This design comes from an exercise in tuning for small area on the open sky130 flow, not from production work.
In this exercise RTL edits were held to simulation tests only and were not proved equivalent to the original.
The clock port is modelled as an ideal driver; clocking choices that lean on that would not hold on a real chip.
Power and IR drop assume default switching activity.

Setup of build 95:
// ticseq
module ticseq (
    input  wire        clk,
    input  wire        rst,         
    input  wire        wr_en,
    input  wire [4:0]  addr,
    input  wire [15:0] wdata,
    output reg  [15:0] rdata,
    output wire        data_o,
    output wire        srclk_o,
    output wire        rclk_o,
    output wire        data_oe,
    output wire        srclk_oe,
    output wire        rclk_oe,
    output wire        irq_o
);
clock: 10.0 ns
lec_check: 0
cap_margin: 20
core_margin: 2
core_utilization: 40
slew_margin: 20
standard.sh (not shown) runs the stock make flow with config.mk's settings and CLKGATE_MAP_FILE= SYNTH_SCRIPT=/design/flow/synth_recipe.tcl, a recipe that flattens the netlist after the stock synthesis.
==> flow/flow/run.sh <==
#!/bin/bash
# Own layout flow: the standard ORFS flow with
#  - synthesis as standard.sh runs it, but with area-oriented ABC scripts
#    (flow/abc*.abc, the smallest of their mappings is kept) for the
#    combinational mapping; registers are mapped by
#    the same dfflibmap step as in the standard synthesis; adders are left
#    to ABC instead of being mapped to half/full adder cells first;
#  - the smallest buffer on the ports (every port still gets one);
#  - a clock tree of small leaf clock buffers under one strong root buffer,
#    without dummy loads; a leaf buffer whose flip-flops would see a slow
#    clock edge is upsized right after CTS (flow/cts_fix.tcl).
# Each tool's output goes to its own log in this folder (and ORFS's logs
# under orfs/logs/).
set -euo pipefail
W=$(pwd)
export OWN_ABC_SCRIPTS="$W/flow/abc1.abc $W/flow/abc2.abc $W/flow/abc3.abc $W/flow/abc4.abc $W/flow/abc5.abc"
cat flow/abc_override.tcl synth_recipe.tcl > own_synth.tcl

bash standard.sh \
  SYNTH_SCRIPT="$W/own_synth.tcl" \
  ABC_AREA=1 \
  ADDER_MAP_FILE= \
  CORE_UTILIZATION=65 GPL_TIMING_DRIVEN=0 \
  POST_CTS_TCL="$W/flow/cts_fix.tcl" \
  BUFFER_PORTS_ARGS="-buffer_cell sky130_fd_sc_hd__buf_1" \
  CTS_ARGS="-sink_clustering_enable -repair_clock_nets -dont_use_dummy_load -root_buf sky130_fd_sc_hd__clkbuf_16 -buf_list sky130_fd_sc_hd__clkbuf_4" \
  finish > "$W/orfs_make.log" 2>&1
Other scripts of this flow, unchanged in this note and not shown: flow/flow/abc1.abc, flow/flow/abc2.abc, flow/flow/abc3.abc, flow/flow/abc4.abc, flow/flow/abc5.abc, flow/flow/abc_override.tcl, flow/flow/cts_fix.tcl
Build 95 has completed all stages; timing, DRC and antenna checks passed.
Inputs modified between build 95 and build 15:
diff --git a/flow/flow/run.sh b/flow/flow/run.sh
--- a/flow/flow/run.sh
+++ b/flow/flow/run.sh
@@ -23 +23 @@
-  CORE_UTILIZATION=65 GPL_TIMING_DRIVEN=0 \
+  CORE_UTILIZATION=65 SLEW_MARGIN=10 CAP_MARGIN=10 \
Notes after the runs:
Buffer share of cell area up 0.47 points in build 15 wrt build 95. First-pass GRT wire length (build 15 vs. build 95) decreases slightly. Compared with build 95, build 15 shows a higher maximum net fanout on the critical path. In the reports for build 95 and build 15, the smaller fraction of layout instances using a drive strength above 1 belongs to build 15.
[inputs] build 4 vs build 15
diff --git a/flow/flow/run.sh b/flow/flow/run.sh
--- a/flow/flow/run.sh
+++ b/flow/flow/run.sh
@@ -23 +22,0 @@
-  CORE_UTILIZATION=65 SLEW_MARGIN=10 CAP_MARGIN=10 \
==> comparison <==
- Wire length the detailed router placed on met1 was higher in the run labelled build 4.
- In terms of critical path required time, build 4 and build 15 differ only marginally.
- Build 4 completed every stage of the flow, and the final layout passed the timing, DRC and antenna checks.
- Looking at area overhead of the layout relative to synthesis, build 4 sits 1.7 points above build 15.
- Of build 15 and build 4, the run reporting the lower clock power share was build 15.
- In the tables for build 15 and build 4, routed length on met2 reads lower with build 15.
- Lower utilization of the core after routing goes to build 4 over build 15.
- Of build 15 and build 4, build 4 shows the higher overall power consumption, with build 15 below it.
- Summary: core footprint, build 4 worse than build 15

---

Setup of red:
ticseq, a different RTL version from the one above (not shown whole).
Size in the first run: roughly 670 cells after synthesis, roughly 140 flip-flops, ~6800 um2 of cells after synthesis.
clock: 10.0 ns
lec_check: 0
cap_margin: 20
core_margin: 2
core_utilization: 40
slew_margin: 20
==> flow/flow/run.sh <==
#!/bin/bash
# Own layout flow: the standard ORFS flow with
#  - synthesis as standard.sh runs it, but with an area-oriented ABC script
#    (flow/area.abc) for the combinational mapping; registers are mapped by
#    the same dfflibmap step as in the standard synthesis; adders are left
#    to ABC instead of being mapped to half/full adder cells first;
#  - the smallest buffer on the ports (every port still gets one);
#  - a clock tree of small leaf clock buffers under one strong root buffer,
#    without dummy loads; a leaf buffer whose flip-flops would see a slow
#    clock edge is upsized right after CTS (flow/cts_fix.tcl).
# Each tool's output goes to its own log in this folder (and ORFS's logs
# under orfs/logs/).
set -euo pipefail
W=$(pwd)
export OWN_ABC_SCRIPT="$W/flow/area.abc"
cat flow/abc_override.tcl synth_recipe.tcl > own_synth.tcl

bash standard.sh \
  SYNTH_SCRIPT="$W/own_synth.tcl" \
  ABC_AREA=1 \
  ADDER_MAP_FILE= \
  POST_CTS_TCL="$W/flow/cts_fix.tcl" \
  BUFFER_PORTS_ARGS="-buffer_cell sky130_fd_sc_hd__buf_1" \
  CTS_ARGS="-sink_clustering_enable -repair_clock_nets -dont_use_dummy_load -root_buf sky130_fd_sc_hd__clkbuf_16 -buf_list sky130_fd_sc_hd__clkbuf_4" \
  finish > "$W/orfs_make.log" 2>&1
==> flow/flow/abc_override.tcl <==
# Run Yosys's abc with this flow's own ABC script (area-oriented mapping)
# in place of the one ORFS's synth.tcl names; every other argument (liberty,
# dont_use cells, constraints, -D) stays as ORFS gives it.
proc abc {args} {
  set i [lsearch -exact $args -script]
  if { $i >= 0 && [info exists ::env(OWN_ABC_SCRIPT)] } {
    lset args [expr { $i + 1 }] $::env(OWN_ABC_SCRIPT)
  }
  yosys abc {*}$args
}
==> flow/flow/area.abc <==
strash
&get -n
&fraig -x
&put
dc2
strash
&get -n
&dch -f
&nf -R 1000
&put
topo
dnsize
Other scripts of this flow, unchanged in this note and not shown: flow/flow/cts_fix.tcl
Here is what was changed in the inputs of blue compared with red.
--- a/flow/flow/run.sh
+++ b/flow/flow/run.sh
@@ -3,2 +3,3 @@
-#  - synthesis as standard.sh runs it, but with an area-oriented ABC script
-#    (flow/area.abc) for the combinational mapping; registers are mapped by
+#  - synthesis as standard.sh runs it, but with area-oriented ABC scripts
+#    (flow/abc*.abc, the smallest of their mappings is kept) for the
+#    combinational mapping; registers are mapped by
@@ -15 +16 @@
-export OWN_ABC_SCRIPT="$W/flow/area.abc"
+export OWN_ABC_SCRIPTS="$W/flow/abc1.abc $W/flow/abc2.abc $W/flow/abc3.abc $W/flow/abc4.abc $W/flow/abc5.abc"
==> flow/flow/abc1.abc (new file) <==
strash
&get -n
&fraig -x
&put
dc2
strash
&get -n
&dch -f
&nf -R 1000
&put
topo
dnsize
==> flow/flow/abc2.abc (new file) <==
strash
&get -n
&fraig -x
&put
dc2
strash
&get -n
&dch -f -C 5000
&nf -R 2000 -C 32
&put
topo
dnsize
==> flow/flow/abc3.abc (new file) <==
strash
&get -n
&fraig -x
&put
dc2
strash
&get -n
&dc2
&dch -f
&nf -R 1000
&put
topo
dnsize
==> flow/flow/abc4.abc (new file) <==
strash
&get -n
&fraig -x
&put
dc2
strash
&get -n
&dch -f
&nf -p -R 1000
&put
topo
dnsize
==> flow/flow/abc5.abc (new file) <==
strash
&get -n
&fraig -x
&put
dc2
strash
&get -n
&dch -f
&nf -R 1000
&put
strash
&get -n
&dch -f
&nf -R 1000
&put
topo
dnsize
==> flow/flow/abc_override.tcl <==
# Run Yosys's abc with this flow's own area-oriented ABC scripts in place of
# the one ORFS's synth.tcl names; every other argument (liberty, dont_use
# cells, constraints, -D) stays as ORFS gives it. Each script in
# OWN_ABC_SCRIPTS maps the same netlist; the mapping with the smallest cell
# area is kept. Registers are not touched by abc (they are mapped before).
proc abc {args} {
  set i [lsearch -exact $args -script]
  if { $i < 0 || ![info exists ::env(OWN_ABC_SCRIPTS)] } {
    yosys abc {*}$args
    return
  }
  set j [lsearch -exact $args -liberty]
  set lib [lindex $args [expr { $j + 1 }]]
  yosys design -save own_pre_abc
  set best ""
  set best_area 1e30
  foreach script $::env(OWN_ABC_SCRIPTS) {
    yosys design -load own_pre_abc
    lset args [expr { $i + 1 }] $script
    yosys abc {*}$args
    yosys tee -q -o $::env(OBJECTS_DIR)/own_abc_area.txt stat -liberty $lib
    set f [open $::env(OBJECTS_DIR)/own_abc_area.txt r]
    set text [read $f]
    close $f
    if { [regexp {Chip area for module '[^']*': ([0-9.]+)} $text -> area] } {
      puts "own_abc: $script area $area"
      if { $area < $best_area } {
        set best_area $area
        set best $script
      }
    }
  }
  puts "own_abc: keeping $best (area $best_area)"
  yosys design -load own_pre_abc
  lset args [expr { $i + 1 }] $best
  yosys abc {*}$args
}
removed: flow/flow/area.abc
==> summary.txt <==
Comparing blue and red, the lower number of ordinary and repair buffers in the finished layout is on blue.
As far as reported max-cap violation count goes, blue and red are indistinguishable; the numbers are identical.
~same largest stage delay on the critical path in blue and red

-- re-timing with driven ports --
Ports are ideal in the flow. The routed layouts listed here were re-timed in OpenROAD.
Step 1 (the two cells are an assumption about what drives the block):
set clk [get_ports {clk}]
set_driving_cell -lib_cell sky130_fd_sc_hd__clkbuf_16 $clk
set_driving_cell -lib_cell sky130_fd_sc_hd__buf_2 [delete_from_list [all_inputs] $clk]
Step 2, shift: input delay + t, output delay - t, t = (earliest + latest rising clock arrival at the registers) / 2. This alone moves slack from input paths to output paths.
Three values: ideal, step 1, step 2; two values: the first two.
| run | shift t [ns] | slack for setup (ns) | latest minus earliest clock arrival (ns) | worst slew at a driven data input, ns |
|---|---|---|---|---|
| build 95 | 0.395 | 1.852 / 1.870 / 1.475 | 0.033 / 0.033 | 0.03 |
| build 15 | 0.389 | 2.261 / 2.280 / 1.891 | 0.034 / 0.034 | 0.03 |
| build 4 | 0.415 | 2.401 / 2.416 / 2.001 | 0.033 / 0.032 | 0.07 |
| red | 0.406 | 1.820 / 1.801 / 1.395 | 0.036 / 0.036 | 0.06 |
| blue | 0.406 | 1.972 / 1.960 / 1.554 | 0.029 / 0.029 | 0.05 |
After both steps every run listed still meets setup and hold. The setup slack of red, which loses most, moves by -0.019 ns with the drivers and by -0.425 ns with both steps.
